This design comes from an exercise in tuning for small area and a short achievable clock period on the open sky130 flow, not from production work. The RTL was checked by simulation tests, not by an equivalence proof against the original design. The flow treats the clock pin as an ideal source, which a real chip does not have.

===== flow/config.mk =====
export PLATFORM = sky130hd
export DESIGN_NAME = fixed_point_field_packer
export DESIGN_NICKNAME = fixed_point_field_packer
export VERILOG_FILES = /design/flow/design.v
export SDC_FILE = /design/flow/constraint.sdc
export NUM_CORES = 4
export LEC_CHECK = 0
export ABC_AREA = 1
export CAP_MARGIN = 20
export CORE_AREA = 2.3 2.72 431.02 429.76
export DIE_AREA = 0 0 433.33 433.33
export PLACE_DENSITY = 0.35
export SLEW_MARGIN = 20
export TNS_END_PERCENT = 20

===== flow/constraint.sdc =====
create_clock -name core_clock -period 180.0 [get_ports {clk}]
set_input_delay 36.0000 -clock core_clock [delete_from_list [all_inputs] [get_ports {clk}]]
set_output_delay 36.0000 -clock core_clock [all_outputs]
set_load 0.01 [all_outputs]

===== flow/design.v =====
module fpfp_divrows #(
    parameter HI = 25,
    parameter LO = 0
) (
    input  wire [7:0]     r_in,     
    input  wire [HI:LO]   x,        
    input  wire [7:0]     inj,      
    input  wire [6:0]     t7,       
    output reg  [7:0]     r_out,
    output reg  [HI:LO]   q
);
    reg [7:0] r, rn;
    reg [6:0] z, zn, m;
    reg       c, xb, ssel;
    integer k, i;
    always @* begin
        r = r_in;
        for (i = 0; i < 7; i = i + 1) z[i] = ~|(r_in & ((8'd2 << i) - 8'd1));
        for (k = HI; k >= LO; k = k - 1) begin
            xb = x[k];
            c  = r[7] | ((r[6] | (xb & inj[7])) & (~z[5] | (xb & ~inj[7])));
            q[k] = c;
            for (i = 0; i < 7; i = i + 1)
                m[i] = c ? (~xb & t7[i] & ((i < 2) ? 1'b1 : z[(i < 2) ? 0 : i-2]))
                         : (xb & inj[i]);
            rn[0] = m[0];
            for (i = 1; i < 7; i = i + 1) rn[i] = r[i-1] ^ m[i];
            rn[7] = c ? (r[7] & xb) : (r[6] | (xb & inj[7]));
            ssel = xb ? (c & ~r[7]) : ~c;
            if (ssel)            zn = {z[5:0], 1'b1};
            else if (xb & c)     zn = 7'h7F;
            else                 zn = ~t7;
            r = rn; z = zn;
        end
        r_out = r;
    end
endmodule
module fpfp_divtail (
    input  wire [7:0] r_in,     
    input  wire [2:0] h,
    output wire [1:0] q,        
    output wire       nz        
);
    wire t1 = r_in > 8'd32;
    wire t2 = r_in > 8'd64;
    wire t3 = (r_in > 8'd96) & (h[2] | h[1]);
    assign q  = {t2, t3 | (t1 & ~t2)};
    assign nz = (|r_in) & (|h);
endmodule
module fpfp_divconst (
    input  wire [2:0] h,
    output wire [7:0] inj,
    output wire [6:0] t7
);
    genvar i;
    generate
        for (i = 0; i < 8; i = i + 1) begin : g_inj
            assign inj[i] = (h == 3'd7 - i);
        end
        for (i = 0; i < 7; i = i + 1) begin : g_t7
            assign t7[i] = (h >= 3'd7 - i);
        end
    endgenerate
endmodule
module fpfp_frac_fin (
    input  wire        s,
    input  wire [7:0]  e,
    input  wire [23:0] M,        
    input  wire [2:0]  h,
    input  wire        sub,
    input  wire [25:0] Z,        
    input  wire        nz,       
    output wire [31:0] y
);
    wire        e_ff   = &e;
    wire        fz     = ~|M[22:0];
    wire        t_nan  = e_ff & ~fz;
    wire        t_inf  = e_ff & fz;
    wire        t_zero = ~M[23] & fz;
    wire [3:0]  eh     = {1'b0, e[2:0]} + {1'b0, h};
    wire        ovf    = (&e[7:3]) & (eh >= 4'd7);        
    wire        e1     = ~|e[7:1];
    wire [6:0]  hm    = ~(7'h7F >> h);
    wire        caseA = e1 | (|(M[22:16] & hm));
    wire [24:0] zh    = caseA ? {1'b0, Z[25:3], 1'b0} : {Z[25:3], 2'b00};
    wire [24:0] Mc    = caseA ? {1'b0, M} : {M, 1'b0};
    wire [7:0]  ebase = e1 ? 8'd0 : (e - {6'd0, ~caseA, caseA});
    wire [24:0] ym     = Mc - zh;
    wire [30:0] fr_hi  = {ebase + {6'd0, ym[24:23]}, ym[22:0]};
    wire [27:0] fr_up  = fr_hi[30:3] + 28'd1;
    wire [27:0] fr_dn  = fr_hi[30:3] - 28'd1;
    wire [4:0]  fr_lo;
    fpfp_round_fr u_rfr (.i({caseA, Z[2:0], nz, M[0], ym[2:0]}), .o(fr_lo));
    wire [30:0] fr_mag = {fr_lo[4] ? fr_dn : (fr_lo[3] ? fr_up : fr_hi[30:3]), fr_lo[2:0]};
    wire [21:0] zh_up = zh[24:3] + 22'd1;
    wire [21:0] zh_dn = zh[24:3] - 22'd1;
    wire [4:0]  df_lo;
    fpfp_round_df u_rdf (.i({caseA, Z[4:0], nz, M[0]}), .o(df_lo));
    wire [24:0] diff = {df_lo[4] ? zh_dn : (df_lo[3] ? zh_up : zh[24:3]), df_lo[2:0]};
    wire [7:0]  elim = ebase;
    wire [2:0]  sh   = ((elim[7:3] == 5'd0) && (elim[2:0] < h)) ? elim[2:0] : h;
    wire [24:0] dn   = diff << sh;
    wire [7:0]  se0  = elim - {5'd0, sh};
    wire [7:0]  se1  = se0 + 8'd1;
    wire [7:0]  se2  = se0 + 8'd2;
    wire [30:0] sub_mag = {dn[24] ? se2 : (dn[23] ? se1 : se0), dn[22:0]};
    wire        dnz  = |diff;
    reg [31:0] fr, sb;
    always @* begin
        if (t_nan)       fr = 32'h7FC00000;
        else if (t_inf)  fr = {s, 8'hFF, 23'd0};
        else if (t_zero) fr = {s, 31'd0};
        else if (ovf)    fr = {s, 8'hFF, 23'd0};
        else             fr = {s, fr_mag};
        if (t_nan | t_inf) sb = 32'h7FC00000;
        else if (t_zero)   sb = 32'd0;
        else if (ovf)      sb = {~s, 8'hFF, 23'd0};
        else               sb = {s & dnz, sub_mag};
    end
    assign y = sub ? sb : fr;
endmodule
module fpfp_round_fr (
    input  wire [8:0] i,
    output reg  [4:0] o       
);
    always @* begin
        case (i)
            9'd0: o = 5'd0;
            9'd1: o = 5'd1;
            9'd2: o = 5'd2;
            9'd3: o = 5'd3;
            9'd4: o = 5'd4;
            9'd5: o = 5'd5;
            9'd6: o = 5'd6;
            9'd7: o = 5'd7;
            9'd8: o = 5'd0;
            9'd9: o = 5'd1;
            9'd10: o = 5'd2;
            9'd11: o = 5'd3;
            9'd12: o = 5'd4;
            9'd13: o = 5'd5;
            9'd14: o = 5'd6;
            9'd15: o = 5'd7;
            9'd16: o = 5'd0;
            9'd17: o = 5'd1;
            9'd18: o = 5'd2;
            9'd19: o = 5'd3;
            9'd20: o = 5'd4;
            9'd21: o = 5'd5;
            9'd22: o = 5'd6;
            9'd23: o = 5'd7;
            9'd24: o = 5'd0;
            9'd25: o = 5'd1;
            9'd26: o = 5'd2;
            9'd27: o = 5'd3;
            9'd28: o = 5'd4;
            9'd29: o = 5'd5;
            9'd30: o = 5'd6;
            9'd31: o = 5'd7;
            9'd32: o = 5'd0;
            9'd33: o = 5'd1;
            9'd34: o = 5'd2;
            9'd35: o = 5'd3;
            9'd36: o = 5'd4;
            9'd37: o = 5'd5;
            9'd38: o = 5'd6;
            9'd39: o = 5'd7;
            9'd40: o = 5'd0;
            9'd41: o = 5'd1;
            9'd42: o = 5'd2;
            9'd43: o = 5'd3;
            9'd44: o = 5'd4;
            9'd45: o = 5'd5;
            9'd46: o = 5'd6;
            9'd47: o = 5'd7;
            9'd48: o = 5'd23;
            9'd49: o = 5'd0;
            9'd50: o = 5'd1;
            9'd51: o = 5'd2;
            9'd52: o = 5'd3;
            9'd53: o = 5'd4;
            9'd54: o = 5'd5;
            9'd55: o = 5'd6;
            9'd56: o = 5'd23;
            9'd57: o = 5'd0;
            9'd58: o = 5'd1;
            9'd59: o = 5'd2;
            9'd60: o = 5'd3;
            9'd61: o = 5'd4;
            9'd62: o = 5'd5;
            9'd63: o = 5'd6;
            9'd64: o = 5'd23;
            9'd65: o = 5'd0;
            9'd66: o = 5'd1;
            9'd67: o = 5'd2;
            9'd68: o = 5'd3;
            9'd69: o = 5'd4;
            9'd70: o = 5'd5;
            9'd71: o = 5'd6;
            9'd72: o = 5'd23;
            9'd73: o = 5'd0;
            9'd74: o = 5'd1;
            9'd75: o = 5'd2;
            9'd76: o = 5'd3;
            9'd77: o = 5'd4;
            9'd78: o = 5'd5;
            9'd79: o = 5'd6;
            9'd80: o = 5'd23;
            9'd81: o = 5'd0;
            9'd82: o = 5'd1;
            9'd83: o = 5'd2;
            9'd84: o = 5'd3;
            9'd85: o = 5'd4;
            9'd86: o = 5'd5;
            9'd87: o = 5'd6;
            9'd88: o = 5'd23;
            9'd89: o = 5'd0;
            9'd90: o = 5'd1;
            9'd91: o = 5'd2;
            9'd92: o = 5'd3;
            9'd93: o = 5'd4;
            9'd94: o = 5'd5;
            9'd95: o = 5'd6;
            9'd96: o = 5'd22;
            9'd97: o = 5'd23;
            9'd98: o = 5'd0;
            9'd99: o = 5'd1;
            9'd100: o = 5'd2;
            9'd101: o = 5'd3;
            9'd102: o = 5'd4;
            9'd103: o = 5'd5;
            9'd104: o = 5'd22;
            9'd105: o = 5'd23;
            9'd106: o = 5'd0;
            9'd107: o = 5'd1;
            9'd108: o = 5'd2;
            9'd109: o = 5'd3;
            9'd110: o = 5'd4;
            9'd111: o = 5'd5;
            9'd112: o = 5'd22;
            9'd113: o = 5'd23;
            9'd114: o = 5'd0;
            9'd115: o = 5'd1;
            9'd116: o = 5'd2;
            9'd117: o = 5'd3;
            9'd118: o = 5'd4;
            9'd119: o = 5'd5;
            9'd120: o = 5'd22;
            9'd121: o = 5'd23;
            9'd122: o = 5'd0;
            9'd123: o = 5'd1;
            9'd124: o = 5'd2;
            9'd125: o = 5'd3;
            9'd126: o = 5'd4;
            9'd127: o = 5'd5;
            9'd128: o = 5'd22;
            9'd129: o = 5'd23;
            9'd130: o = 5'd0;
            9'd131: o = 5'd1;
            9'd132: o = 5'd2;
            9'd133: o = 5'd3;
            9'd134: o = 5'd4;
            9'd135: o = 5'd5;
            9'd136: o = 5'd22;
            9'd137: o = 5'd23;
            9'd138: o = 5'd0;
            9'd139: o = 5'd1;
            9'd140: o = 5'd2;
            9'd141: o = 5'd3;
            9'd142: o = 5'd4;
            9'd143: o = 5'd5;
            9'd144: o = 5'd22;
            9'd145: o = 5'd23;
            9'd146: o = 5'd0;
            9'd147: o = 5'd1;
            9'd148: o = 5'd2;
            9'd149: o = 5'd3;
            9'd150: o = 5'd4;
            9'd151: o = 5'd5;
            9'd152: o = 5'd22;
            9'd153: o = 5'd23;
            9'd154: o = 5'd0;
            9'd155: o = 5'd1;
            9'd156: o = 5'd2;
            9'd157: o = 5'd3;
            9'd158: o = 5'd4;
            9'd159: o = 5'd5;
            9'd160: o = 5'd22;
            9'd161: o = 5'd23;
            9'd162: o = 5'd0;
            9'd163: o = 5'd1;
            9'd164: o = 5'd2;
            9'd165: o = 5'd3;
            9'd166: o = 5'd4;
            9'd167: o = 5'd5;
            9'd168: o = 5'd22;
            9'd169: o = 5'd23;
            9'd170: o = 5'd0;
            9'd171: o = 5'd1;
            9'd172: o = 5'd2;
            9'd173: o = 5'd3;
            9'd174: o = 5'd4;
            9'd175: o = 5'd5;
            9'd176: o = 5'd21;
            9'd177: o = 5'd22;
            9'd178: o = 5'd23;
            9'd179: o = 5'd0;
            9'd180: o = 5'd1;
            9'd181: o = 5'd2;
            9'd182: o = 5'd3;
            9'd183: o = 5'd4;
            9'd184: o = 5'd21;
            9'd185: o = 5'd22;
            9'd186: o = 5'd23;
            9'd187: o = 5'd0;
            9'd188: o = 5'd1;
            9'd189: o = 5'd2;
            9'd190: o = 5'd3;
            9'd191: o = 5'd4;
            9'd192: o = 5'd21;
            9'd193: o = 5'd22;
            9'd194: o = 5'd23;
            9'd195: o = 5'd0;
            9'd196: o = 5'd1;
            9'd197: o = 5'd2;
            9'd198: o = 5'd3;
            9'd199: o = 5'd4;
            9'd200: o = 5'd21;
            9'd201: o = 5'd22;
            9'd202: o = 5'd23;
            9'd203: o = 5'd0;
            9'd204: o = 5'd1;
            9'd205: o = 5'd2;
            9'd206: o = 5'd3;
            9'd207: o = 5'd4;
            9'd208: o = 5'd21;
            9'd209: o = 5'd22;
            9'd210: o = 5'd23;
            9'd211: o = 5'd0;
            9'd212: o = 5'd1;
            9'd213: o = 5'd2;
            9'd214: o = 5'd3;
            9'd215: o = 5'd4;
            9'd216: o = 5'd21;
            9'd217: o = 5'd22;
            9'd218: o = 5'd23;
            9'd219: o = 5'd0;
            9'd220: o = 5'd1;
            9'd221: o = 5'd2;
            9'd222: o = 5'd3;
            9'd223: o = 5'd4;
            9'd224: o = 5'd20;
            9'd225: o = 5'd21;
            9'd226: o = 5'd22;
            9'd227: o = 5'd23;
            9'd228: o = 5'd0;
            9'd229: o = 5'd1;
            9'd230: o = 5'd2;
            9'd231: o = 5'd3;
            9'd232: o = 5'd20;
            9'd233: o = 5'd21;
            9'd234: o = 5'd22;
            9'd235: o = 5'd23;
            9'd236: o = 5'd0;
            9'd237: o = 5'd1;
            9'd238: o = 5'd2;
            9'd239: o = 5'd3;
            9'd240: o = 5'd20;
            9'd241: o = 5'd21;
            9'd242: o = 5'd22;
            9'd243: o = 5'd23;
            9'd244: o = 5'd0;
            9'd245: o = 5'd1;
            9'd246: o = 5'd2;
            9'd247: o = 5'd3;
            9'd248: o = 5'd20;
            9'd249: o = 5'd21;
            9'd250: o = 5'd22;
            9'd251: o = 5'd23;
            9'd252: o = 5'd0;
            9'd253: o = 5'd1;
            9'd254: o = 5'd2;
            9'd255: o = 5'd3;
            9'd256: o = 5'd0;
            9'd257: o = 5'd1;
            9'd258: o = 5'd2;
            9'd259: o = 5'd3;
            9'd260: o = 5'd4;
            9'd261: o = 5'd5;
            9'd262: o = 5'd6;
            9'd263: o = 5'd7;
            9'd264: o = 5'd0;
            9'd265: o = 5'd1;
            9'd266: o = 5'd2;
            9'd267: o = 5'd3;
            9'd268: o = 5'd4;
            9'd269: o = 5'd5;
            9'd270: o = 5'd6;
            9'd271: o = 5'd7;
            9'd272: o = 5'd0;
            9'd273: o = 5'd1;
            9'd274: o = 5'd2;
            9'd275: o = 5'd3;
            9'd276: o = 5'd4;
            9'd277: o = 5'd5;
            9'd278: o = 5'd6;
            9'd279: o = 5'd7;
            9'd280: o = 5'd0;
            9'd281: o = 5'd1;
            9'd282: o = 5'd2;
            9'd283: o = 5'd3;
            9'd284: o = 5'd4;
            9'd285: o = 5'd5;
            9'd286: o = 5'd6;
            9'd287: o = 5'd7;
            9'd288: o = 5'd0;
            9'd289: o = 5'd1;
            9'd290: o = 5'd2;
            9'd291: o = 5'd3;
            9'd292: o = 5'd4;
            9'd293: o = 5'd5;
            9'd294: o = 5'd6;
            9'd295: o = 5'd7;
            9'd296: o = 5'd0;
            9'd297: o = 5'd1;
            9'd298: o = 5'd2;
            9'd299: o = 5'd3;
            9'd300: o = 5'd4;
            9'd301: o = 5'd5;
            9'd302: o = 5'd6;
            9'd303: o = 5'd7;
            9'd304: o = 5'd0;
            9'd305: o = 5'd1;
            9'd306: o = 5'd2;
            9'd307: o = 5'd3;
            9'd308: o = 5'd4;
            9'd309: o = 5'd5;
            9'd310: o = 5'd6;
            9'd311: o = 5'd7;
            9'd312: o = 5'd0;
            9'd313: o = 5'd1;
            9'd314: o = 5'd2;
            9'd315: o = 5'd3;
            9'd316: o = 5'd4;
            9'd317: o = 5'd5;
            9'd318: o = 5'd6;
            9'd319: o = 5'd7;
            9'd320: o = 5'd0;
            9'd321: o = 5'd1;
            9'd322: o = 5'd2;
            9'd323: o = 5'd3;
            9'd324: o = 5'd4;
            9'd325: o = 5'd5;
            9'd326: o = 5'd6;
            9'd327: o = 5'd7;
            9'd328: o = 5'd23;
            9'd329: o = 5'd0;
            9'd330: o = 5'd1;
            9'd331: o = 5'd2;
            9'd332: o = 5'd3;
            9'd333: o = 5'd4;
            9'd334: o = 5'd5;
            9'd335: o = 5'd6;
            9'd336: o = 5'd23;
            9'd337: o = 5'd0;
            9'd338: o = 5'd1;
            9'd339: o = 5'd2;
            9'd340: o = 5'd3;
            9'd341: o = 5'd4;
            9'd342: o = 5'd5;
            9'd343: o = 5'd6;
            9'd344: o = 5'd23;
            9'd345: o = 5'd0;
            9'd346: o = 5'd1;
            9'd347: o = 5'd2;
            9'd348: o = 5'd3;
            9'd349: o = 5'd4;
            9'd350: o = 5'd5;
            9'd351: o = 5'd6;
            9'd352: o = 5'd23;
            9'd353: o = 5'd0;
            9'd354: o = 5'd1;
            9'd355: o = 5'd2;
            9'd356: o = 5'd3;
            9'd357: o = 5'd4;
            9'd358: o = 5'd5;
            9'd359: o = 5'd6;
            9'd360: o = 5'd23;
            9'd361: o = 5'd0;
            9'd362: o = 5'd1;
            9'd363: o = 5'd2;
            9'd364: o = 5'd3;
            9'd365: o = 5'd4;
            9'd366: o = 5'd5;
            9'd367: o = 5'd6;
            9'd368: o = 5'd23;
            9'd369: o = 5'd0;
            9'd370: o = 5'd1;
            9'd371: o = 5'd2;
            9'd372: o = 5'd3;
            9'd373: o = 5'd4;
            9'd374: o = 5'd5;
            9'd375: o = 5'd6;
            9'd376: o = 5'd23;
            9'd377: o = 5'd0;
            9'd378: o = 5'd1;
            9'd379: o = 5'd2;
            9'd380: o = 5'd3;
            9'd381: o = 5'd4;
            9'd382: o = 5'd5;
            9'd383: o = 5'd6;
            9'd384: o = 5'd23;
            9'd385: o = 5'd0;
            9'd386: o = 5'd1;
            9'd387: o = 5'd2;
            9'd388: o = 5'd3;
            9'd389: o = 5'd4;
            9'd390: o = 5'd5;
            9'd391: o = 5'd6;
            9'd392: o = 5'd23;
            9'd393: o = 5'd0;
            9'd394: o = 5'd1;
            9'd395: o = 5'd2;
            9'd396: o = 5'd3;
            9'd397: o = 5'd4;
            9'd398: o = 5'd5;
            9'd399: o = 5'd6;
            9'd400: o = 5'd23;
            9'd401: o = 5'd0;
            9'd402: o = 5'd1;
            9'd403: o = 5'd2;
            9'd404: o = 5'd3;
            9'd405: o = 5'd4;
            9'd406: o = 5'd5;
            9'd407: o = 5'd6;
            9'd408: o = 5'd23;
            9'd409: o = 5'd0;
            9'd410: o = 5'd1;
            9'd411: o = 5'd2;
            9'd412: o = 5'd3;
            9'd413: o = 5'd4;
            9'd414: o = 5'd5;
            9'd415: o = 5'd6;
            9'd416: o = 5'd23;
            9'd417: o = 5'd0;
            9'd418: o = 5'd1;
            9'd419: o = 5'd2;
            9'd420: o = 5'd3;
            9'd421: o = 5'd4;
            9'd422: o = 5'd5;
            9'd423: o = 5'd6;
            9'd424: o = 5'd23;
            9'd425: o = 5'd0;
            9'd426: o = 5'd1;
            9'd427: o = 5'd2;
            9'd428: o = 5'd3;
            9'd429: o = 5'd4;
            9'd430: o = 5'd5;
            9'd431: o = 5'd6;
            9'd432: o = 5'd23;
            9'd433: o = 5'd0;
            9'd434: o = 5'd1;
            9'd435: o = 5'd2;
            9'd436: o = 5'd3;
            9'd437: o = 5'd4;
            9'd438: o = 5'd5;
            9'd439: o = 5'd6;
            9'd440: o = 5'd23;
            9'd441: o = 5'd0;
            9'd442: o = 5'd1;
            9'd443: o = 5'd2;
            9'd444: o = 5'd3;
            9'd445: o = 5'd4;
            9'd446: o = 5'd5;
            9'd447: o = 5'd6;
            9'd448: o = 5'd22;
            9'd449: o = 5'd23;
            9'd450: o = 5'd0;
            9'd451: o = 5'd1;
            9'd452: o = 5'd2;
            9'd453: o = 5'd3;
            9'd454: o = 5'd4;
            9'd455: o = 5'd5;
            9'd456: o = 5'd23;
            9'd457: o = 5'd0;
            9'd458: o = 5'd1;
            9'd459: o = 5'd2;
            9'd460: o = 5'd3;
            9'd461: o = 5'd4;
            9'd462: o = 5'd5;
            9'd463: o = 5'd6;
            9'd464: o = 5'd22;
            9'd465: o = 5'd23;
            9'd466: o = 5'd0;
            9'd467: o = 5'd1;
            9'd468: o = 5'd2;
            9'd469: o = 5'd3;
            9'd470: o = 5'd4;
            9'd471: o = 5'd5;
            9'd472: o = 5'd22;
            9'd473: o = 5'd23;
            9'd474: o = 5'd0;
            9'd475: o = 5'd1;
            9'd476: o = 5'd2;
            9'd477: o = 5'd3;
            9'd478: o = 5'd4;
            9'd479: o = 5'd5;
            9'd480: o = 5'd22;
            9'd481: o = 5'd23;
            9'd482: o = 5'd0;
            9'd483: o = 5'd1;
            9'd484: o = 5'd2;
            9'd485: o = 5'd3;
            9'd486: o = 5'd4;
            9'd487: o = 5'd5;
            9'd488: o = 5'd22;
            9'd489: o = 5'd23;
            9'd490: o = 5'd0;
            9'd491: o = 5'd1;
            9'd492: o = 5'd2;
            9'd493: o = 5'd3;
            9'd494: o = 5'd4;
            9'd495: o = 5'd5;
            9'd496: o = 5'd22;
            9'd497: o = 5'd23;
            9'd498: o = 5'd0;
            9'd499: o = 5'd1;
            9'd500: o = 5'd2;
            9'd501: o = 5'd3;
            9'd502: o = 5'd4;
            9'd503: o = 5'd5;
            9'd504: o = 5'd22;
            9'd505: o = 5'd23;
            9'd506: o = 5'd0;
            9'd507: o = 5'd1;
            9'd508: o = 5'd2;
            9'd509: o = 5'd3;
            9'd510: o = 5'd4;
            9'd511: o = 5'd5;
            default: o = 5'd0;
        endcase
    end
endmodule
module fpfp_round_df (
    input  wire [7:0] i,
    output reg  [4:0] o       
);
    always @* begin
        case (i)
            8'd0: o = 5'd0;
            8'd1: o = 5'd0;
            8'd2: o = 5'd0;
            8'd3: o = 5'd0;
            8'd4: o = 5'd0;
            8'd5: o = 5'd0;
            8'd6: o = 5'd1;
            8'd7: o = 5'd1;
            8'd8: o = 5'd1;
            8'd9: o = 5'd1;
            8'd10: o = 5'd1;
            8'd11: o = 5'd1;
            8'd12: o = 5'd2;
            8'd13: o = 5'd2;
            8'd14: o = 5'd2;
            8'd15: o = 5'd2;
            8'd16: o = 5'd2;
            8'd17: o = 5'd2;
            8'd18: o = 5'd2;
            8'd19: o = 5'd2;
            8'd20: o = 5'd2;
            8'd21: o = 5'd2;
            8'd22: o = 5'd3;
            8'd23: o = 5'd3;
            8'd24: o = 5'd3;
            8'd25: o = 5'd3;
            8'd26: o = 5'd3;
            8'd27: o = 5'd3;
            8'd28: o = 5'd4;
            8'd29: o = 5'd4;
            8'd30: o = 5'd4;
            8'd31: o = 5'd4;
            8'd32: o = 5'd4;
            8'd33: o = 5'd4;
            8'd34: o = 5'd4;
            8'd35: o = 5'd4;
            8'd36: o = 5'd4;
            8'd37: o = 5'd4;
            8'd38: o = 5'd5;
            8'd39: o = 5'd5;
            8'd40: o = 5'd5;
            8'd41: o = 5'd5;
            8'd42: o = 5'd5;
            8'd43: o = 5'd5;
            8'd44: o = 5'd6;
            8'd45: o = 5'd6;
            8'd46: o = 5'd6;
            8'd47: o = 5'd6;
            8'd48: o = 5'd6;
            8'd49: o = 5'd6;
            8'd50: o = 5'd6;
            8'd51: o = 5'd6;
            8'd52: o = 5'd6;
            8'd53: o = 5'd6;
            8'd54: o = 5'd7;
            8'd55: o = 5'd7;
            8'd56: o = 5'd7;
            8'd57: o = 5'd7;
            8'd58: o = 5'd7;
            8'd59: o = 5'd7;
            8'd60: o = 5'd8;
            8'd61: o = 5'd8;
            8'd62: o = 5'd8;
            8'd63: o = 5'd8;
            8'd64: o = 5'd0;
            8'd65: o = 5'd0;
            8'd66: o = 5'd0;
            8'd67: o = 5'd0;
            8'd68: o = 5'd0;
            8'd69: o = 5'd0;
            8'd70: o = 5'd1;
            8'd71: o = 5'd1;
            8'd72: o = 5'd1;
            8'd73: o = 5'd1;
            8'd74: o = 5'd1;
            8'd75: o = 5'd1;
            8'd76: o = 5'd2;
            8'd77: o = 5'd2;
            8'd78: o = 5'd2;
            8'd79: o = 5'd2;
            8'd80: o = 5'd2;
            8'd81: o = 5'd2;
            8'd82: o = 5'd2;
            8'd83: o = 5'd2;
            8'd84: o = 5'd2;
            8'd85: o = 5'd2;
            8'd86: o = 5'd3;
            8'd87: o = 5'd3;
            8'd88: o = 5'd3;
            8'd89: o = 5'd3;
            8'd90: o = 5'd3;
            8'd91: o = 5'd3;
            8'd92: o = 5'd4;
            8'd93: o = 5'd4;
            8'd94: o = 5'd4;
            8'd95: o = 5'd4;
            8'd96: o = 5'd4;
            8'd97: o = 5'd4;
            8'd98: o = 5'd4;
            8'd99: o = 5'd4;
            8'd100: o = 5'd4;
            8'd101: o = 5'd4;
            8'd102: o = 5'd5;
            8'd103: o = 5'd5;
            8'd104: o = 5'd5;
            8'd105: o = 5'd5;
            8'd106: o = 5'd5;
            8'd107: o = 5'd5;
            8'd108: o = 5'd6;
            8'd109: o = 5'd6;
            8'd110: o = 5'd6;
            8'd111: o = 5'd6;
            8'd112: o = 5'd6;
            8'd113: o = 5'd6;
            8'd114: o = 5'd6;
            8'd115: o = 5'd6;
            8'd116: o = 5'd6;
            8'd117: o = 5'd6;
            8'd118: o = 5'd7;
            8'd119: o = 5'd7;
            8'd120: o = 5'd7;
            8'd121: o = 5'd7;
            8'd122: o = 5'd7;
            8'd123: o = 5'd7;
            8'd124: o = 5'd8;
            8'd125: o = 5'd8;
            8'd126: o = 5'd8;
            8'd127: o = 5'd8;
            8'd128: o = 5'd0;
            8'd129: o = 5'd0;
            8'd130: o = 5'd0;
            8'd131: o = 5'd0;
            8'd132: o = 5'd0;
            8'd133: o = 5'd0;
            8'd134: o = 5'd0;
            8'd135: o = 5'd0;
            8'd136: o = 5'd0;
            8'd137: o = 5'd1;
            8'd138: o = 5'd1;
            8'd139: o = 5'd1;
            8'd140: o = 5'd1;
            8'd141: o = 5'd1;
            8'd142: o = 5'd1;
            8'd143: o = 5'd1;
            8'd144: o = 5'd1;
            8'd145: o = 5'd1;
            8'd146: o = 5'd1;
            8'd147: o = 5'd1;
            8'd148: o = 5'd1;
            8'd149: o = 5'd1;
            8'd150: o = 5'd1;
            8'd151: o = 5'd1;
            8'd152: o = 5'd2;
            8'd153: o = 5'd1;
            8'd154: o = 5'd2;
            8'd155: o = 5'd2;
            8'd156: o = 5'd2;
            8'd157: o = 5'd2;
            8'd158: o = 5'd2;
            8'd159: o = 5'd2;
            8'd160: o = 5'd2;
            8'd161: o = 5'd2;
            8'd162: o = 5'd2;
            8'd163: o = 5'd2;
            8'd164: o = 5'd2;
            8'd165: o = 5'd2;
            8'd166: o = 5'd2;
            8'd167: o = 5'd2;
            8'd168: o = 5'd2;
            8'd169: o = 5'd3;
            8'd170: o = 5'd3;
            8'd171: o = 5'd3;
            8'd172: o = 5'd3;
            8'd173: o = 5'd3;
            8'd174: o = 5'd3;
            8'd175: o = 5'd3;
            8'd176: o = 5'd3;
            8'd177: o = 5'd3;
            8'd178: o = 5'd3;
            8'd179: o = 5'd3;
            8'd180: o = 5'd3;
            8'd181: o = 5'd3;
            8'd182: o = 5'd3;
            8'd183: o = 5'd3;
            8'd184: o = 5'd4;
            8'd185: o = 5'd3;
            8'd186: o = 5'd4;
            8'd187: o = 5'd4;
            8'd188: o = 5'd4;
            8'd189: o = 5'd4;
            8'd190: o = 5'd4;
            8'd191: o = 5'd4;
            8'd192: o = 5'd4;
            8'd193: o = 5'd4;
            8'd194: o = 5'd4;
            8'd195: o = 5'd4;
            8'd196: o = 5'd4;
            8'd197: o = 5'd4;
            8'd198: o = 5'd4;
            8'd199: o = 5'd4;
            8'd200: o = 5'd4;
            8'd201: o = 5'd5;
            8'd202: o = 5'd5;
            8'd203: o = 5'd5;
            8'd204: o = 5'd5;
            8'd205: o = 5'd5;
            8'd206: o = 5'd5;
            8'd207: o = 5'd5;
            8'd208: o = 5'd5;
            8'd209: o = 5'd5;
            8'd210: o = 5'd5;
            8'd211: o = 5'd5;
            8'd212: o = 5'd5;
            8'd213: o = 5'd5;
            8'd214: o = 5'd5;
            8'd215: o = 5'd5;
            8'd216: o = 5'd6;
            8'd217: o = 5'd5;
            8'd218: o = 5'd6;
            8'd219: o = 5'd6;
            8'd220: o = 5'd6;
            8'd221: o = 5'd6;
            8'd222: o = 5'd6;
            8'd223: o = 5'd6;
            8'd224: o = 5'd6;
            8'd225: o = 5'd6;
            8'd226: o = 5'd6;
            8'd227: o = 5'd6;
            8'd228: o = 5'd6;
            8'd229: o = 5'd6;
            8'd230: o = 5'd6;
            8'd231: o = 5'd6;
            8'd232: o = 5'd6;
            8'd233: o = 5'd7;
            8'd234: o = 5'd7;
            8'd235: o = 5'd7;
            8'd236: o = 5'd7;
            8'd237: o = 5'd7;
            8'd238: o = 5'd7;
            8'd239: o = 5'd7;
            8'd240: o = 5'd7;
            8'd241: o = 5'd7;
            8'd242: o = 5'd7;
            8'd243: o = 5'd7;
            8'd244: o = 5'd7;
            8'd245: o = 5'd7;
            8'd246: o = 5'd7;
            8'd247: o = 5'd7;
            8'd248: o = 5'd8;
            8'd249: o = 5'd7;
            8'd250: o = 5'd8;
            8'd251: o = 5'd8;
            8'd252: o = 5'd8;
            8'd253: o = 5'd8;
            8'd254: o = 5'd8;
            8'd255: o = 5'd8;
            default: o = 5'd0;
        endcase
    end
endmodule
module fixed_point_field_packer #(
    parameter W_REGION = 4
) (
    input  wire                clk,
    input  wire                rst,           
    input  wire                req_valid,
    input  wire [31:0]         cmd,
    input  wire [63:0]         a,
    input  wire [63:0]         b,
    input  wire [63:0]         f_pt,
    input  wire [63:0]         f_eta,
    input  wire [63:0]         f_phi,
    input  wire [63:0]         f_hoe,
    input  wire [63:0]         f_hoeflag,
    input  wire [63:0]         f_iso,
    input  wire [63:0]         f_isoflag,
    input  wire [63:0]         f_fb,
    input  wire [63:0]         f_timing,
    input  wire [63:0]         f_shapeflag,
    input  wire [63:0]         f_brems,
    input  wire [W_REGION-1:0] f_region,
    output reg                 rsp_valid,
    output reg                 o_illegal,
    output wire [63:0]         o_word,
    output wire [W_REGION-1:0] o_region,
    output wire [64:0]         o_ival,
    output reg                 o_sign,
    output wire [63:0]         o_mag,
    output wire                o_ok,
    output wire [31:0]         o_fval,
    output wire [11:0]         d_pt,
    output wire [31:0]         d_ptfloat,
    output wire [15:0]         d_eta,
    output wire [15:0]         d_phi,
    output wire [15:0]         d_etatc,
    output wire [15:0]         d_phitc,
    output wire                d_etasign,
    output wire                d_phisign,
    output wire [6:0]          d_etamag,
    output wire [5:0]          d_phimag,
    output wire [3:0]          d_hoe,
    output wire [1:0]          d_hoeflag,
    output wire [2:0]          d_iso,
    output wire [1:0]          d_isoflag,
    output wire [5:0]          d_fb,
    output wire [4:0]          d_timing,
    output wire [1:0]          d_shapeflag,
    output wire [1:0]          d_brems,
    output wire                d_isostandalone,
    output wire                d_isoloosetrack,
    output wire                d_shapestandalone,
    output wire                d_shapeloosetrack,
    output wire [W_REGION-1:0] d_region,
    output wire [31:0]         e_hwpt,
    output wire [15:0]         e_hweta,
    output wire [15:0]         e_hwphi,
    output wire                e_isembigger,
    output wire [2:0]          e_hoecode,
    output wire [31:0]         e_hwempt
);
    localparam KDIV = 8;    
    localparam OP_EXTU  = 5'h00, OP_EXTSM = 5'h01, OP_EXTTC = 5'h02,
               OP_PACKU = 5'h03, OP_SMENC = 5'h04, OP_SMDEC = 5'h05,
               OP_ENCPF = 5'h08, OP_ENCV1 = 5'h09, OP_ENCV2 = 5'h0A,
               OP_ENCV3 = 5'h0B, OP_DECPF = 5'h0C, OP_DECV1 = 5'h0D,
               OP_DECV2 = 5'h0E, OP_DECV3 = 5'h0F, OP_CHKPF = 5'h10,
               OP_CHKV1 = 5'h11, OP_CHKV2 = 5'h12, OP_CHKV3 = 5'h13,
               OP_ZERO  = 5'h14, OP_FRAC  = 5'h18, OP_SPLIT = 5'h19,
               OP_EMUEM = 5'h1A, OP_EMUHD = 5'h1B;
    wire [4:0] op  = cmd[4:0];
    wire [5:0] off = cmd[10:5];
    wire [6:0] wid = cmd[17:11];
    wire [5:0] sbp = cmd[23:18];
    wire [7:0] rsv = cmd[31:24];
    wire [7:0] ow  = {2'b00, off} + {1'b0, wid};
    reg legal;
    always @* begin
        if (rsv != 8'd0) legal = 1'b0;
        else case (op)
            OP_EXTU, OP_PACKU:
                legal = (sbp == 6'd0) && (ow <= 8'd64);
            OP_EXTTC:
                legal = (sbp == 6'd0) && (ow <= 8'd64) && (wid != 7'd0);
            OP_EXTSM:
                legal = (ow <= 8'd64) && !((sbp >= off) && ({2'b00, sbp} < ow));
            OP_SMENC, OP_SMDEC:
                legal = (off == 6'd0) && (sbp == 6'd0) && (wid <= 7'd64);
            OP_ENCPF, OP_ENCV1, OP_ENCV2, OP_ENCV3,
            OP_DECPF, OP_DECV1, OP_DECV2, OP_DECV3,
            OP_CHKPF, OP_CHKV1, OP_CHKV2, OP_CHKV3,
            OP_ZERO, OP_FRAC, OP_SPLIT, OP_EMUEM, OP_EMUHD:
                legal = (cmd[23:5] == 19'd0);
            default:
                legal = 1'b0;
        endcase
    end
    wire is_extsm = (op == OP_EXTSM);
    wire is_exttc = (op == OP_EXTTC);
    wire is_pack  = (op == OP_PACKU);
    wire is_smenc = (op == OP_SMENC);
    wire is_smdec = (op == OP_SMDEC);
    wire is_enc   = (op[4:2] == 3'b010);
    wire is_dec   = (op[4:2] == 3'b011);
    wire is_emu   = (op[4:1] == 4'b1101);
    wire keep_a   = is_dec | (op[4] & (op[3:2] != 2'b01));    
    wire [7:0]  mn    = is_pack ? {1'b0, wid} : (keep_a ? 8'd64 : ow);
    wire       m_all = |mn[7:6];
    reg [7:0]  m_hi, m_heq, m_lo;
    reg [63:0] mask;
    integer t;
    always @* begin
        for (t = 0; t < 8; t = t + 1) begin
            m_hi[t]  = m_all | (mn[5:3] > t[2:0]);
            m_heq[t] = ~m_all & (mn[5:3] == t[2:0]);
            m_lo[t]  = mn[2:0] > t[2:0];
        end
        for (t = 0; t < 64; t = t + 1)
            mask[t] = m_hi[t/8] | (m_heq[t/8] & m_lo[t%8]);
    end
    wire [63:0] am    = a & mask;
    wire [5:0]  bidx  = is_extsm ? sbp : (ow[5:0] - 6'd1);
    wire        bsel  = a[bidx];                    
    wire        inv   = is_extsm ? ~bsel :
                        is_smdec ? ~b[0] :
                        is_smenc ? (a[63] & (|am)) : 1'b0;
    wire        fill  = is_exttc ? bsel : (inv & ~is_smenc);
    wire        inc   = inv;
    wire        eta_pos = !f_eta[63] && (f_eta != 64'd0);
    wire [6:0]  eta_abs = f_eta[63] ? (7'd0 - f_eta[6:0]) : f_eta[6:0];
    wire        phi_pos = !f_phi[63] && (f_phi != 64'd0);
    wire [5:0]  phi_abs = f_phi[63] ? (6'd0 - f_phi[5:0]) : f_phi[5:0];
    wire [63:0] enc_pf = {34'd0, f_hoe[3:0], f_phi[6:0], f_eta[6:0], f_pt[11:0]};
    wire [63:0] enc_v1 = {12'd0, f_brems[1:0], f_shapeflag[1:0], f_timing[4:0],
                          f_fb[5:0], f_isoflag[1:0], f_iso[2:0], f_hoeflag[1:0],
                          f_hoe[3:0], f_phi[6:0], f_eta[6:0], f_pt[11:0]};
    wire [63:0] enc_v3 = {11'd0, f_brems[1:0], f_shapeflag[1:0], f_timing[4:0],
                          f_fb[5:0], f_isoflag[1:0], f_iso[2:0], f_hoeflag[1:0],
                          f_hoe[3:0], phi_pos, phi_abs, eta_pos, eta_abs,
                          f_pt[11:0]};
    wire [63:0] enc_w  = (op[1:0] == 2'b00) ? enc_pf :
                         (op[1:0] == 2'b11) ? enc_v3 : enc_v1;
    reg [63:0] pre;
    integer i;
    always @* begin
        for (i = 0; i < 64; i = i + 1) begin
            if (is_enc)       pre[i] = enc_w[63-i];
            else if (is_pack) pre[i] = am[63-i];
            else              pre[i] = mask[i] ? (a[i] ^ inv) : fill;
        end
    end
    wire [127:0] shx = {{64{fill}}, pre} >> off;
    reg [3:0]  pmsb;
    integer j;
    always @* begin
        pmsb = 4'd0;
        for (j = 0; j < 12; j = j + 1)
            if (a[j]) pmsb = j[3:0];
    end
    wire [11:0] pnrm = a[11:0] << (4'd11 - pmsb);
    wire [63:0] a_in = {(is_dec | is_emu) ? pnrm[10:0] : shx[63:53], shx[52:0]};
    wire [2:0]  fh   = op[1] ? a[30:28] : (op[0] ? b[3:1] : b[2:0]);
    wire        fsub = op[1] ? ~a[27] : (op[0] & ~b[0]);
    wire [23:0] fm   = op[1] ? {|a[11:0], pnrm[10:0], 12'd0} : {|a[30:23], a[22:0]};
    wire [7:0]  inj_p;
    wire [6:0]  t7_p;
    fpfp_divconst u_dc_p (.h(fh), .inj(inj_p), .t7(t7_p));
    wire [7:0]  r_p;
    wire [25:KDIV] q_p;
    wire [25:0] x_p = {fm, 2'b00};
    fpfp_divrows #(.HI(25), .LO(KDIV)) u_rows_p (
        .r_in(8'd0), .x(x_p[25:KDIV]), .inj(inj_p), .t7(t7_p),
        .r_out(r_p), .q(q_p)
    );
    reg [63:0]     A;
    reg            r_fill, r_inc;
    reg [1:0]      r_op;
    reg [W_REGION-1:0] r_region;
    reg [2:0]      r_h;
    reg            r_sub;
    reg [7:0]      r_rem;
    reg [25:KDIV]  r_q;
    always @(posedge clk) begin
        if (rst) rsp_valid <= 1'b0;
        else     rsp_valid <= req_valid;
    end
    always @(posedge clk) begin
        o_illegal <= !legal;
        o_sign    <= !a[63] && (a != 64'd0);
        A         <= a_in;
        r_fill    <= fill;
        r_inc     <= inc;
        r_op      <= op[1:0];
        r_region  <= f_region;
        r_h       <= fh;
        r_sub     <= fsub;
        r_rem     <= r_p;
        r_q       <= q_p;
    end
    genvar g;
    generate
        for (g = 0; g < 64; g = g + 1) begin : g_rev
            assign o_word[g] = A[63-g];
        end
    endgenerate
    reg [7:0]  byte_ones;
    reg [8:0]  byte_c;
    reg [64:0] ival;
    reg        run;
    integer u, v;
    always @* begin
        for (u = 0; u < 8; u = u + 1) byte_ones[u] = &A[8*u +: 8];
        byte_c[0] = r_inc;
        for (u = 0; u < 8; u = u + 1) byte_c[u+1] = byte_c[u] & byte_ones[u];
        for (u = 0; u < 8; u = u + 1) begin
            run = byte_c[u];
            for (v = 0; v < 8; v = v + 1) begin
                ival[8*u+v] = A[8*u+v] ^ run;
                run = run & A[8*u+v];
            end
        end
        ival[64] = r_fill ^ byte_c[8];
    end
    assign o_ival   = ival;
    assign o_mag    = o_ival[63:0];
    assign o_region = r_region;
    assign d_region = r_region;
    wire r_v3 = (r_op == 2'b11);
    wire r_v2 = (r_op == 2'b10);
    wire r_pf = (r_op == 2'b00);
    assign o_ok = (A[63:52] == 12'd0) && (!r_pf || (A[51:31] == 21'd0));
    reg [3:0] qmsb;
    integer m;
    always @* begin
        qmsb = 4'd0;
        for (m = 0; m < 12; m = m + 1)
            if (A[m]) qmsb = m[3:0];
    end
    wire        pt_nz  = |A[11:0];
    wire [7:0]  pt_exp = pt_nz ? (8'd126 + {4'd0, qmsb}) : 8'd0;
    wire [31:0] ptf    = {1'b0, pt_exp, A[63:53], 12'd0};
    wire [6:0]  eta_m  = A[18:12];
    wire [5:0]  phi_m  = A[25:20];
    wire [15:0] v3_eta = A[19] ? {9'd0, eta_m} : (16'd0 - {9'd0, eta_m});
    wire [15:0] v3_phi = A[26] ? {10'd0, phi_m} : (16'd0 - {10'd0, phi_m});
    assign d_pt      = A[11:0];
    assign d_ptfloat = ptf;
    assign d_eta     = r_v3 ? v3_eta :
                       r_v2 ? {8'd0, A[19:12]} : {9'd0, A[18:12]};
    assign d_phi     = r_v3 ? v3_phi :
                       r_pf ? {{9{A[25]}}, A[25:19]} : {9'd0, A[25:19]};
    assign d_etatc   = r_v2 ? {{8{A[19]}}, A[19:12]} : {{9{A[18]}}, A[18:12]};
    assign d_phitc   = {{9{A[25]}}, A[25:19]};
    assign d_etasign = A[19];
    assign d_phisign = A[26];
    assign d_etamag  = A[18:12];
    assign d_phimag  = A[25:20];
    assign d_hoe       = r_v3 ? A[30:27] : A[29:26];
    assign d_hoeflag   = r_v3 ? A[32:31] : A[31:30];
    assign d_iso       = r_v3 ? A[35:33] : A[34:32];
    assign d_isoflag   = r_v3 ? A[37:36] : A[36:35];
    assign d_fb        = r_v3 ? A[43:38] : A[42:37];
    assign d_timing    = r_v3 ? A[48:44] : A[47:43];
    assign d_shapeflag = r_v3 ? A[50:49] : A[49:48];
    assign d_brems     = r_v3 ? A[52:51] : A[51:50];
    assign d_isostandalone   = d_isoflag[0];
    assign d_isoloosetrack   = d_isoflag[1];
    assign d_shapestandalone = d_shapeflag[0];
    assign d_shapeloosetrack = d_shapeflag[1];
    assign e_hwpt       = ptf;
    assign e_hweta      = {v3_eta[13:0], 2'b00};
    assign e_hwphi      = {v3_phi[13:0], 2'b00};
    assign e_isembigger = A[27];
    assign e_hoecode    = A[30:28];
    wire        f_emu = r_op[1];
    wire [23:0] fm_q  = f_emu ? {pt_nz, A[63:53], 12'd0} : {|A[30:23], A[22:0]};
    wire [7:0]  fe_q  = f_emu ? pt_exp : A[30:23];
    wire        fs_q  = ~f_emu & A[31];
    wire [7:0]  inj_q;
    wire [6:0]  t7_q;
    fpfp_divconst u_dc_q (.h(r_h), .inj(inj_q), .t7(t7_q));
    wire [7:0]  r_f;
    wire [25:0] zq;
    wire [25:0] x_q = {fm_q, 2'b00};
    fpfp_divrows #(.HI(KDIV-1), .LO(2)) u_rows_q (
        .r_in(r_rem), .x(x_q[KDIV-1:2]), .inj(inj_q), .t7(t7_q),
        .r_out(r_f), .q(zq[KDIV-1:2])
    );
    wire        f_nz;
    fpfp_divtail u_tail (.r_in(r_f), .h(r_h), .q(zq[1:0]), .nz(f_nz));
    assign zq[25:KDIV] = r_q;
    wire [31:0] fr_y;
    fpfp_frac_fin u_fin (
        .s(fs_q), .e(fe_q), .M(fm_q), .h(r_h), .sub(r_sub),
        .Z(zq), .nz(f_nz), .y(fr_y)
    );
    assign o_fval   = fr_y;
    assign e_hwempt = fr_y;
endmodule

===== flow/flow/run.sh =====
#!/bin/bash
# Own layout flow: the standard flow, except
#  - technology mapping by ABC without its blanket up-sizing (flow/abc_area.script),
#  - the smallest buffer cell on the input and output ports,
#  - timing repair aiming at a shorter period than the clock's, so that only
#    the critical paths get larger cells.
# Each tool's output goes to a log of its own in this folder.
set -euo pipefail
here=$(pwd)
margin=130
rm -rf "$here/scripts_own"
cp -r "$FLOW_HOME/scripts" "$here/scripts_own"
cp "$here/flow/abc_area.script" "$here/scripts_own/abc_area.script"
bash standard.sh SCRIPTS_DIR="$here/scripts_own" synth > "$here/synth.log" 2>&1
bash standard.sh "BUFFER_PORTS_ARGS=-buffer_cell sky130_fd_sc_hd__buf_1" \
    "SETUP_SLACK_MARGIN=$margin" "PRE_CTS_TCL=$here/flow/pre_cts.tcl" "POST_CTS_TCL=$here/flow/post_cts.tcl" finish > "$here/layout.log" 2>&1

===== flow/flow/abc_area.script =====
strash
ifraig
scorr
dc2
strash
&get -n
&dch -f
&nf
&put
topo
stime -c

===== flow/flow/post_cts.tcl =====
set_max_fanout 10000 [current_design]

===== flow/flow/pre_cts.tcl =====
set_max_fanout 8 [current_design]

===== flow/standard.sh =====
#!/bin/bash
# synth_recipe.tcl (not shown) runs the flow's synth.tcl, then flattens the netlist and writes it again
# the make line also repeats each setting of config.mk as NAME=value (left out here)
make -C /OpenROAD-flow-scripts/flow DESIGN_CONFIG=/design/flow/config.mk WORK_HOME=/design/flow/orfs CLKGATE_MAP_FILE= SYNTH_SCRIPT=/design/flow/synth_recipe.tcl "${@:-finish}"

==> results.json, run 1 <==
{
  "outcome": "timing/DRC/antenna clean",
  "hold_violations": 0,
  "worst_hold_path_type": "primary input to register",
  "core_area_mm2": 0.183,
  "synth.top_cell.area_share_pct": 8.39,
  "whs_ns": 35.62,
  "fin_crit_ns": 50.85,
  "final_cell_mix": "buf_1 (722), nand2_1 (492), a21oi_1 (400)",
  "gr-usage-all-layers_pct": 19.4,
  "grt_start_max_net_pins": 72,
  "synth-main-ff-cell": "dfxtp_1",
  "synthCells": 3821,
  "start_kind": "primary input",
  "fin_cells": 7109,
  "layout-drive-gt1-share_pct": 12.0,
  "final_common_cell": "buf_1",
  "slowest_stage": "nor3_2",
  "ys_seq_area_share_pct": 8.19,
  "cp-end-kind": "register",
  "yosys.cell_types.count": 72,
  "gp_congestion": 0.934,
  "die_h_um": 433,
  "drt-total-wl_um": 192000,
  "dr_total_vias": 34100,
  "num_io_pins": 1361,
  "drc": 0,
  "ant_nets": 0,
  "synth_area_per_cell_um2": 6.72,
  "seq_area_mm2": 0.00211,
  "setup_viol_count_final": 0,
  "grt_util_met3_pct": 3.29,
  "cpPeakStageDelay_ns": 0.54,
  "tns_ns": 0,
  "async_flop_share_pct": 0,
  "busiest_layer": "met2",
  "grt_pass1_wl_um": 259000,
  "grt_pass1_vias": 31900,
  "portBuffers": 732,
  "maxSlewViolCount": 0,
  "crit_path_start": "a[27]",
  "yosysTopAreaCell": "mux2i_1",
  "dp_hpwl_um": 153000,
  "synth_area_mm2": 0.0257,
  "antenna_found_initial": 28,
  "clkTransAtPathRegs_ns": 0.07,
  "rsz0062_at_grt": "yes",
  "worstMarginPinSlew_ns": 1.14,
  "yosysWarningCount": 6,
  "initial_core_util_pct": 14.0,
  "min_period_over_period_pct": 28.2,
  "cp.required_ns": 180.33,
  "slew-limit-headroom_pct": 23.8,
  "drt-wirelength-per-cell_um": 27.0,
  "dieArea_mm2": 0.188,
  "place_inst": 6934,
  "area_growth_pct": 33.4,
  "dr.pass1.iters": 7,
  "cts_sinks": 105,
  "grtUsageMet1_pct": 25.0,
  "num_rows": 157,
  "cts_tree": "built",
  "worstSetupEndpoint": "r_rem[1]",
  "drtIter0Drc": 3162,
  "dieWidth_um": 433,
  "multi_input_area_mm2": 0.0230,
  "max_freq_mhz": 19.7,
  "via_per_inst": 4.79,
  "nFillCells": 21200,
  "finalNetCount": 5626,
  "grt_overflow": 0,
  "grtUsageMet2_pct": 31.5,
  "yosys-top-cells-area": "mux2i_1 (8.4%), a21oi_1 (8.3%), dfxtp_1 (8.2%)",
  "worstPathMaxFanout": 7,
  "drv_cap": 0,
  "critPathKind": "primary input to register",
  "synth-seq-cells": 105,
  "arrival_ns": 51.18,
  "synth_edf_count": 0
}
-- critical path: cells and delay by family --
kind	cells	cell delay, ns
buffers and inverters	13	1.74
and+or+nand+nor	14	3.81
xor gates and xnor gates	1	0.15
muxes	2	0.48
AOI/OAI and AO/OA	43	8.98
-- how the worst min path moves through the flow --
| stage | startpoint | to | slack, ns | cells after the start |
|---|---|---|---|---|
| 5_1_grt | f_region[1] | r_region[1] | 35.62 | 1 |
| 6_report | f_region[1] | r_region[1] | 35.62 | 1 |
| 3_5_place_dp | f_region[2] | r_region[2] | 36.09 | 1 |
| 3_3_place_gp | f_region[1] | r_region[1] | 36.10 | 1 |
| 2_1_floorplan | cmd[0] | r_op[0] | 36.03 | 0 |
-- layer usage --
metal	part of all wire, %	wire [µm]	vias to the layer above
met5	0.079	152	-
met4	4.7	9100	8
met3	6.5	12400	240
met2	46	88400	1554
met1	43	81900	16600
li1	-	-	15700
-- synthesized netlist by cell type, types with 75 or more instances --
cell	instances
nor3_1	75
o21ai_0	382
ha_1	126
nand3_1	90
xnor2_1	140
buf_4	258
xor2_1	128
nor4_1	76
dfxtp_1	105
a21oi_1	424
mux2i_1	215
clkinv_1	104
nand2_1	503
nor2_1	370
-- state kept, by name, indices dropped and copies added (netlist names) --
signal and count:
r_op 2, r_inc 1, r_sub 1, r_q 18
A 64, o_illegal 1, r_fill 1, r_rem 8
rsp_valid 1, o_sign 1, r_region 4, r_h 3
-- kinds of logic after synthesis --
kind of cell / after synthesis / synth area share (%)
other: 1 / 0.0146
buffers and inverters: 362 / 9.07
DFF: 105 / 8.19
AOI/OAI and AO/OA: 1358 / 32.8
and+or+nand+nor: 1333 / 23.4
xor gates and xnor gates: 268 / 9.15
adders and majority gates: 132 / 6.61
muxes: 262 / 10.7
-- per-stage QoR --
step / utilization [%] / worst slack (ns) / area (µm²)
2_1_floorplan: - / 129.97 / 26100
3_3_place_gp: 17.0 / 125.61 / 31100
3_5_place_dp: 17.0 / 125.41 / 31100
5_1_grt: 18.7 / 128.60 / 34200
6_report: 18.7 / 129.16 / 34200
-- cell type report --
cell class | instances | share of cell area (%)
antenna | 17 | 0.124
clock buffer | 24 | 1.32
inverter | 104 | 1.33
multi-input combinational | 3384 | 67.2
sequential | 105 | 6.16
tap | 2464 | 9.01
timing repair buffer | 1011 | 14.8
==> run 2: changes to the inputs <==
==> flow/flow/run.sh (replaced) <==
#!/bin/bash
set -euo pipefail
here=$(pwd)
margin=130
rm -rf "$here/scripts_own"
cp -r "$FLOW_HOME/scripts" "$here/scripts_own"
cp "$here/flow/abc_area.script" "$here/scripts_own/abc_area.script"
bash standard.sh SCRIPTS_DIR="$here/scripts_own" synth > "$here/synth.log" 2>&1
bash standard.sh "BUFFER_PORTS_ARGS=-buffer_cell sky130_fd_sc_hd__buf_1" \
    "SETUP_SLACK_MARGIN=$margin" \
    "PRE_CTS_TCL=$here/flow/pre_cts.tcl" "POST_CTS_TCL=$here/flow/post_cts.tcl" \
    finish > "$here/layout.log" 2>&1
==> flow/flow/abc_area.script (replaced) <==
strash
ifraig
scorr
dc2
strash
dch -f
map -B 0.9
topo
stime -c
==> flow/flow/post_cts.tcl (replaced) <==
# Lift the fan-out limit again: it is only meant for the clock tree.
set_max_fanout 10000 [current_design]
==> flow/flow/pre_cts.tcl (replaced) <==
# Clock tree synthesis puts at most this many sinks on a clock buffer.
set_max_fanout 8 [current_design]
==> run 2 against run 1 <==
  * Critical path type is now register to primary output
  * Die area is the same
  * Global-route usage grew 1.0 points
  * Non-clock buffer count shrank 127
  * Worst setup slack gained 2.1 ns
  * Flip-flop and latch count is the same
  * Count of clock-buffer cells in the layout is the same
  * Worst hold slack lost 0.0087 ns
  * Design area shrank 3.6%
  * Wire length grew 4.5%
  * Fmax grew 4.4%
  * Critical path depth grew 7
==> results.json, run 2 <==
{
  "outcome": "timing/DRC/antenna clean",
  "yosysMostFrequentCell": "nand2_1",
  "dieArea_mm2": 0.188,
  "slowest_stage": "or4_2",
  "ant_nets": 0,
  "num_io_pins": 1361,
  "whs_path_depth": 1,
  "cts_sinks": 105,
  "slew-limit-headroom_pct": 14.4,
  "yosysWarningCount": 6,
  "place_inst": 7992,
  "dieWidth_um": 433,
  "fin_cells": 8064,
  "start_kind": "register",
  "synth.top_cell.area_share_pct": 18.3,
  "initial_core_util_pct": 14.6,
  "cp.required_ns": 144.00,
  "core_area_mm2": 0.183,
  "largest_reg_flops": 64,
  "cp-end-kind": "primary output",
  "num_rows": 157,
  "cpPeakStageDelay_ns": 0.72,
  "hold_violations": 0,
  "synth_edf_count": 0,
  "drt-wirelength-per-cell_um": 24.9,
  "yosysTopAreaCell": "nand2_1",
  "min_period_over_period_pct": 27.1,
  "worstPathMaxFanout": 11,
  "gp_congestion": 0.939,
  "yosys.cell_types.count": 49,
  "drt-total-wl_um": 201000,
  "synth_area_mm2": 0.0268,
  "synth-seq-cells": 105,
  "ys_seq_area_share_pct": 7.85,
  "drv_cap": 0,
  "worst_hold_path_type": "primary input to register",
  "grt_start_max_net_pins": 77,
  "synth-main-ff-cell": "dfxtp_1",
  "max_freq_mhz": 20.5,
  "dr_total_vias": 37200,
  "place_area_mm2": 0.0318,
  "final_area_mm2": 0.0330,
  "drc": 0,
  "cpMostUsedCell": "nand2_1",
  "gr-usage-all-layers_pct": 20.4,
  "via_per_inst": 4.61,
  "dr.pass1.iters": 6,
  "grt_pass1_wl_um": 270000,
  "cp_top_family": "simple AND/OR/NAND/NOR gates",
  "final_cell_mix": "nand2_1 (1,248), buf_1 (722), o21ai_0 (696)",
  "rsz0062_at_grt": "yes",
  "grt_pass1_vias": 33900,
  "async_flop_share_pct": 0,
  "drtIter0Drc": 2991,
  "synth_area_per_cell_um2": 5.47,
  "worstMarginPinSlew_ns": 1.27,
  "regMostFlops": "A",
  "synthCells": 4898,
  "clkTransAtPathRegs_ns": 0.05,
  "top_regs": "A: 64 flops, r_q: 18 flops, r_rem: 8 flops",
  "path_buf_inv": 17,
  "worst-path-stages": 80,
  "setup_viol_count_final": 0,
  "layout-drive-gt1-share_pct": 5.92,
  "arrival_ns": 12.71,
  "final_common_cell": "nand2_1",
  "portBuffers": 732,
  "area_growth_pct": 23.1,
  "netlist_top_cells_count": "nand2_1 (1,304), o21ai_0 (707), clkinv_1 (646), nor2_1 (400), nand3_1 (349)",
  "finalNetCount": 6576,
  "fin_crit_ns": 48.71,
  "maxSlewViolCount": 0,
  "dp_hpwl_um": 168000,
  "tns_ns": 0,
  "die_h_um": 433,
  "antenna_found_initial": 50,
  "cts_tree": "built",
  "post-route-util_pct": 18.0,
  "yosys-top-cells-area": "nand2_1 (18%), o21ai_0 (13%), clkinv_1 (9.1%)",
  "critPathKind": "register to primary output",
  "grt_overflow": 0
}
-- run 2: cell type report --
class                      count  area [µm²]
antenna                       22        55.1
clock buffer                  24         452
fill                       21900      150000
inverter                     646        2470
multi-input combinational   3919       20900
sequential                   105        2110
tap                         2464        3080
timing repair buffer         884        3950
-- run 2: cell families (layout without fill, tap and decap cells) --
kind of cell,count (synthesis),in the layout,share of synthesized area [%]
other cells,1,53,0.0140
flops,105,105,7.85
fa+ha+maj,132,132,6.33
compound gates,1272,1272,27.5
simple gates,2301,2301,36.0
buf+inv,904,1554,16.3
xor+xnor,164,164,5.36
mux,19,19,0.710
-- run 2: layer usage --
metal	global-route usage (%)	vias to the layer above	share of wire, %
li1	-	18000	-
met1	23.9	17400	39
met2	33.8	1488	47
met3	2.55	331	5.3
met4	15.9	5	8.5
met5	0.677	-	0.098
-- run 2: metrics by stage --
stage	setup slack (ns)	hold slack, ns
2_1_floorplan	130.08	36.03
3_3_place_gp	126.94	36.10
3_5_place_dp	127.07	36.10
5_1_grt	129.95	35.59
6_report	131.29	35.61
-- run 2: path summary, 6_finish.rpt --
path / start / end / slack [ns]
setup / recovery: r_h[1] / o_fval[28] / 131.29
hold / removal: f_region[1] / r_region[1] / 35.61

-- port drivers added, routing unchanged --
The flow's constraints put no driver on any port. The routed layouts listed below were extracted and timed again, unchanged, in two steps.
Step 1, drivers: a clkbuf_16 drives clk and a buf_2 each remaining input, both assumed.
Step 2 moves the port delays by t, midway between the first and last clock arrival at a register: inputs arrive t later, outputs are due t later. That takes back most of the time a late clock gives input paths.
Slacks: ideal / step 1 / step 2; pairs: ideal / step 1.
| run | shift t [ns] | setup slack, ns | hold slack, ns | worst setup path after step 2 | worst data-port slew with drivers (ns) |
|---|---|---|---|---|---|
| run 1 | 0.508 | 129.156 / 129.157 / 128.649 | 35.623 / 35.596 / 36.104 | input to register | 0.20 |
| run 2 | 0.554 | 131.294 / 131.227 / 130.857 | 35.614 / 35.584 / 36.138 | input to register | 0.16 |
After both steps setup and hold are still met in every run listed. The setup slack of run 1, which loses most, moves by +0.001 ns with the drivers and by -0.507 ns with both steps.
